This is an optimization exercise on Yosys and OpenROAD, whose aim is small area, a short achievable clock period and few clock cycles, not a production implementation. In this exercise RTL edits were held to simulation tests only and were not proved equivalent to the original. Power and IR drop assume default switching activity.

## fpl
module fpl (
    input  wire         clk,
    input  wire         rst,             
    input  wire         row_we,
    input  wire [6:0]   row_addr,
    input  wire [7:0]   row_wdata,
    input  wire         bitcnt_we,
    input  wire [15:0]  bitcnt_wdata,
    input  wire         cmd_we,
    input  wire [2:0]   cmd_entry,
    output reg  [1:0]   phase,           
    output reg  [2:0]   outcome,
    output reg  [3:0]   variant,
    output reg          mic_ok,
    output wire [15:0]  bitoff,
    output reg  [4:0]   flen,
    output reg  [135:0] frame,           
    output reg  [19:0]  present,
    output reg  [23:0]  f_id,
    output reg  [15:0]  f_batt,
    output reg  [11:0]  f_batt_mv,
    output reg  [15:0]  f_temp,
    output reg  [7:0]   f_hum,
    output reg  [15:0]  f_press,
    output reg  [8:0]   f_wdir,
    output reg  [23:0]  f_wavg,
    output reg  [23:0]  f_wmax,
    output reg  [24:0]  f_rain,
    output reg  [15:0]  f_uv,
    output reg  [3:0]   f_uvi,
    output reg  [23:0]  f_light,
    output reg  [13:0]  f_pm25,
    output reg  [13:0]  f_pm10,
    output reg  [7:0]   f_moist,
    output reg  [2:0]   f_boost,
    output reg  [8:0]   f_adraw,
    output reg  [47:0]  f_rclk
);
Size: ~6600 cells after synthesis, about 1900 flip-flops, ~82000 um2 of cells after synthesis.
export LEC_CHECK = 0
export CAP_MARGIN = 20
export CORE_MARGIN = 2
export CORE_UTILIZATION = 45
export CTS_CLUSTER_DIAMETER = 100
export CTS_CLUSTER_SIZE = 20
export PLACE_DENSITY = 0.65
export SLEW_MARGIN = 20
export TNS_END_PERCENT = 100
create_clock -name core_clock -period 10.0 [get_ports {clk}]
standard.sh (not shown) runs the stock make flow with config.mk's settings and CLKGATE_MAP_FILE= SYNTH_SCRIPT=/design/flow/synth_recipe.tcl, a recipe that flattens the netlist after the stock synthesis.
==> flow/flow/run.sh <==
#!/bin/bash
set -euo pipefail
bash standard.sh SETUP_SLACK_MARGIN=6.4 'BUFFER_PORTS_ARGS=-buffer_cell sky130_fd_sc_hd__buf_2' finish > layout_make.log 2>&1
The starting point went through all stages and came out clean.
Testbench counts at the start, summed over its fixed seeds: cycles 21,898.
Change:
CTS_CLUSTER_DIAMETER = not set   (was 100)
CTS_CLUSTER_SIZE = not set   (was 20)
The new run went through all stages and came out clean; worst setup slack degrades by 0.060 ns; sequential share of layout area went down by 2.0 points; via count went up by about 0.9%; die area is unchanged; first-iteration DRC count went up by 1.6%; power went up by about 20%; synthesized cell count is unchanged; fmax went down by 1.6%; wire length went up by 0.97%; combinational power went up by about 3%; sequential power stays flat.
Change:
==> flow/flow/run.sh (replaced) <==
#!/bin/bash
set -euo pipefail
bash standard.sh SETUP_SLACK_MARGIN=6.4 'BUFFER_PORTS_ARGS=-buffer_cell sky130_fd_sc_hd__buf_4' finish > layout_make.log 2>&1
CORE_UTILIZATION = 40   (was 45)
PLACE_DENSITY = 0.6   (was 0.65)
After rerunning:
- die area climbs by 12%
- power climbs by 0.68%
- worst hold slack loses 0.027 ns
- global-route usage drops by 2.7 points

========
v6:
fpl, a different RTL version from the one above (not shown whole).
For scale: roughly 5800 cells after synthesis, roughly 1800 flip-flops, ~540 I/O pins, about 79000 sq um of cells after synthesis.
Settings: LEC_CHECK=0, CAP_MARGIN=20, CORE_MARGIN=2, CORE_UTILIZATION=40, PLACE_DENSITY=0.6, SETUP_SLACK_MARGIN=5, SLEW_MARGIN=20, TNS_END_PERCENT=100; clock period 10.0 ns.
run.sh (not shown) runs the stock make flow with config.mk's settings and CLKGATE_MAP_FILE= SYNTH_SCRIPT=/design/flow/synth_recipe.tcl, a recipe that flattens the netlist after the stock synthesis.
Stock flow here: none of the scripts above is used.
Testbench counts of v6, summed over its fixed seeds: cycles 21,098.
Edits applied to the flow inputs when going from v6 to v7:
- clearing TNS_END_PERCENT, which used to be 100
- clearing SETUP_SLACK_MARGIN, which used to be 5
Notes after the runs:
Sequential share of layout area up 3.8 points in v7 wrt v6
On count of placed standard cells including taps, v6 and v7 are neck and neck.
Between v6 and v7, worst endpoint data arrival time is higher for v7, v6 comes in under that.
The higher non-clock buffer count came out of v6.
Critical path's largest stage delay was lower in the run labelled v6.
Diff v7..v6 | number of failing hold endpoints at the final stage | unchanged
Power share of the combinational group down 0.9 points in v7 wrt v6
Looking at design area, v7 sits about 7% below v6.
On number of antenna violations at the first check in global routing: v7 sits below v6.

-- port drivers added, routing unchanged --
The flow's constraints put no driver on any port. The routed layouts listed below were extracted and timed again, unchanged, in two steps. Step 1, drivers: a clkbuf_16 drives clk and a buf_2 each remaining input, both assumed. Step 2 also shifts input and output timing later by t, the mid clock arrival at the registers, as if the neighbouring blocks saw the same clock. a / b / c = no drivers / after step 1 / after step 2; a / b = the first two.
| run | shift t [ns] | setup WS [ns] | latest minus earliest clock arrival (ns) | worst register clock-pin slew, ns | pins driven straight from the clock port |
|---|---|---|---|---|---|
| the first run of note 1 | 0.907 | 6.258 / 6.258 / 5.531 | 0.054 / 0.055 | 0.10 / 0.10 | 1 |
| the second run of note 1 | 0.944 | 6.198 / 6.198 / 5.593 | 0.059 / 0.059 | 0.07 / 0.07 | 1 |
| the third run of note 1 | 0.952 | 6.226 / 6.226 / 5.648 | 0.057 / 0.057 | 0.07 / 0.07 | 1 |
| v6 | 0.905 | 3.864 / 3.864 / 3.555 | 0.038 / 0.038 | 0.07 / 0.07 | 1 |
| v7 | 0.915 | 1.766 / 1.766 / 1.766 | 0.044 / 0.043 | 0.07 / 0.07 | 1 |
After both steps setup and hold are still met in every run listed. The setup slack of the first run of note 1, which loses most, moves by 0.000 ns with the drivers and by -0.727 ns with both steps.
